This design comes from an exercise in tuning for small area on the open sky130 flow, not from production work. The RTL was checked by simulation tests, not by an equivalence proof against the original design.

== v6 ==
==> flow/design.v (excerpt) <==
module speden_display (
  input  wire        clk,
  input  wire        rst,
  input  wire        cmd_valid,
  output wire        cmd_ready,
  input  wire [2:0]  cmd,
  input  wire [15:0] score,
  input  wire        high_score,
  output reg  [5:0]  src_addr,
  input  wire [7:0]  src_data,
  output wire        done,
  output wire [1:0]  status,
  output reg         ovf,
  output reg         irq_hold,
  output wire        sdi,
  output wire        sck,
  output wire        rck,
  output wire        clr,
  output wire        oe
);
  localparam [3:0] S_IDLE = 4'b1101, S_DOK = 4'b1100, S_DNI = 4'b1110,
                   S_DBAD = 4'b1111,
                   S_LAT  = 4'd0, S_DD  = 4'd1, S_ENC  = 4'd2, S_ENQ = 4'd3,
                   S_REF  = 4'd4, S_PF  = 4'd5, S_ENC3 = 4'd6, S_PM  = 4'd7;
  reg [3:0]   state;
  reg         initd;
  reg         armed;
  reg [111:0] mr;
  reg [3:0]   mph;
  reg [4:0]   prog;         
  reg [4:0]   rem;          
  reg         scr;
  reg [19:0]  qr;
  reg [4:0]   qp;
  reg [4:0]   nq;           
  reg         ip;
  reg [15:0]  dg;           
  reg [2:0]   sc;
  reg [2:0]   kc;           
  reg [6:0]   dat;          
  reg [3:0]   r;
  reg [1:0]   pe;           
  wire ready  = state[3] & state[2];
  wire ok     = initd || (cmd == 3'd0);
  assign cmd_ready = ready;
  ...
clock: 15.0 ns
lec_check: 0
cap_margin: 20
core_margin: 2
core_utilization: 70
slew_margin: 20
standard.sh (not shown) runs the stock make flow with config.mk's settings and CLKGATE_MAP_FILE= SYNTH_SCRIPT=/design/flow/synth_recipe.tcl, a recipe that flattens the netlist after the stock synthesis.
==> flow/flow/run.sh <==
#!/bin/bash
# Own layout flow: the standard synthesis, its combinational logic re-mapped for area
# (registers untouched), then the standard ORFS flow with 1x port buffers and a lighter
# clock tree. Each tool's output goes to a log file of its own in this folder.
set -euo pipefail
W=$(pwd)
R=$W/orfs/results/$FLOW_PLATFORM/speden_display/base
# 1. standard synthesis, netlist only
bash standard.sh $R/1_2_yosys.v > $W/log_1_synth.txt 2>&1
cp $R/1_2_yosys.v $W/netlist_standard.v
# 2. area re-mapping of the gates between the registers, with a few ABC seeds in
#    parallel; the smallest netlist is kept
SEEDS="1 2 3 4"
for batch in "1 2 3 4"; do
  for s in $batch; do
    mkdir -p $W/remap_s$s
    sed "s/SEED/$s/g" flow/area.abc > $W/remap_s$s/area.abc
    ( cd $W/remap_s$s && bash $W/flow/remap.sh $W/netlist_standard.v $W/remap_s$s/netlist.v $W/remap_s$s/area.abc > $W/log_2_remap_s$s.txt 2>&1 ) &
  done
  wait
done
best=""; besta=""
for s in $SEEDS; do
  a=$(grep "Chip area for module" $W/log_2_remap_s$s.txt | tail -n 1 | awk '{print $NF}' || true)
  [[ -n "$a" && -f $W/remap_s$s/netlist.v ]] || continue
  if [[ -z "$besta" ]] || awk -v a="$a" -v b="$besta" 'BEGIN{exit !(a<b)}'; then best=$s; besta=$a; fi
done
echo "remap seeds: best $best area $besta" > $W/log_2_remap_pick.txt
if [[ -n "$best" ]]; then
  cp $W/remap_s$best/netlist.v $W/netlist_remap.v
else
  cp $W/netlist_standard.v $W/netlist_remap.v
fi
cp $W/netlist_remap.v $R/1_2_yosys.v
touch $R/1_2_yosys.v
# 3. the rest of the standard flow
bash standard.sh \
  "BUFFER_PORTS_ARGS=-buffer_cell sky130_fd_sc_hd__buf_1" \
  "CTS_ARGS=$(cat flow/cts_args.txt)" \
  finish > $W/log_3_layout.txt 2>&1
test -f $W/out/final.def
==> flow/flow/cts_args.txt <==
-sink_clustering_enable -repair_clock_nets -dont_use_dummy_load -sink_clustering_size 16 -sink_clustering_max_diameter 50 -buf_list {sky130_fd_sc_hd__clkbuf_8} -root_buf sky130_fd_sc_hd__clkbuf_4
Other scripts of this flow, unchanged in this note and not shown: flow/flow/area.abc, flow/flow/remap.sh
v6: flow completed, timing, DRC and antenna clean
Inputs modified between v6 and v7:
--- a/flow/flow/run.sh
+++ b/flow/flow/run.sh
@@ -14,7 +14,4 @@
-for batch in "1 2 3 4"; do
-  for s in $batch; do
-    mkdir -p $W/remap_s$s
-    sed "s/SEED/$s/g" flow/area.abc > $W/remap_s$s/area.abc
-    ( cd $W/remap_s$s && bash $W/flow/remap.sh $W/netlist_standard.v $W/remap_s$s/netlist.v $W/remap_s$s/area.abc > $W/log_2_remap_s$s.txt 2>&1 ) &
-  done
-  wait
+for s in $SEEDS; do
+  mkdir -p $W/remap_s$s
+  sed "s/SEED/$s/g" flow/area.abc > $W/remap_s$s/area.abc
+  ( cd $W/remap_s$s && bash $W/flow/remap.sh $W/netlist_standard.v $W/remap_s$s/netlist.v $W/remap_s$s/area.abc > $W/log_2_remap_s$s.txt 2>&1 ) &
@@ -21,0 +19 @@
+wait
==> flow/flow/cts_args.txt <==
-sink_clustering_enable -repair_clock_nets -dont_use_dummy_load -sink_clustering_size 16 -sink_clustering_max_diameter 50 -buf_list {sky130_fd_sc_hd__clkbuf_8}
## What came out
v6 -> v7: total negative slack delta 0, exact match
Looking at v7 and v6, the register share of the cell area is a wash.
| post-route clock period utilization | higher: v6 |

## what the ideal ports hide
The results above use ideal ports. As a check the final layouts listed here were re-extracted and re-timed, cells and wires unchanged.
Step 1 sets driving cells, clkbuf_16 on the clock port and buf_2 on the other inputs (assumed; they add their load-dependent delay and slew).
Step 2 also shifts input and output timing later by t, the mid clock arrival at the registers, as if the neighbouring blocks saw the same clock.
a / b / c = ideal ports / drivers / drivers and shift; a / b = the first two.
run	shift t [ns]	slack for setup (ns)	hold slack, ns	cell pins on the clock port's net
v6	0.597	8.823 / 8.791 / 9.005	0.272 / 0.272 / 0.272	1
v7	0.506	8.907 / 8.873 / 9.032	0.304 / 0.304 / 0.304	1
After both steps setup and hold are still met in every run listed.
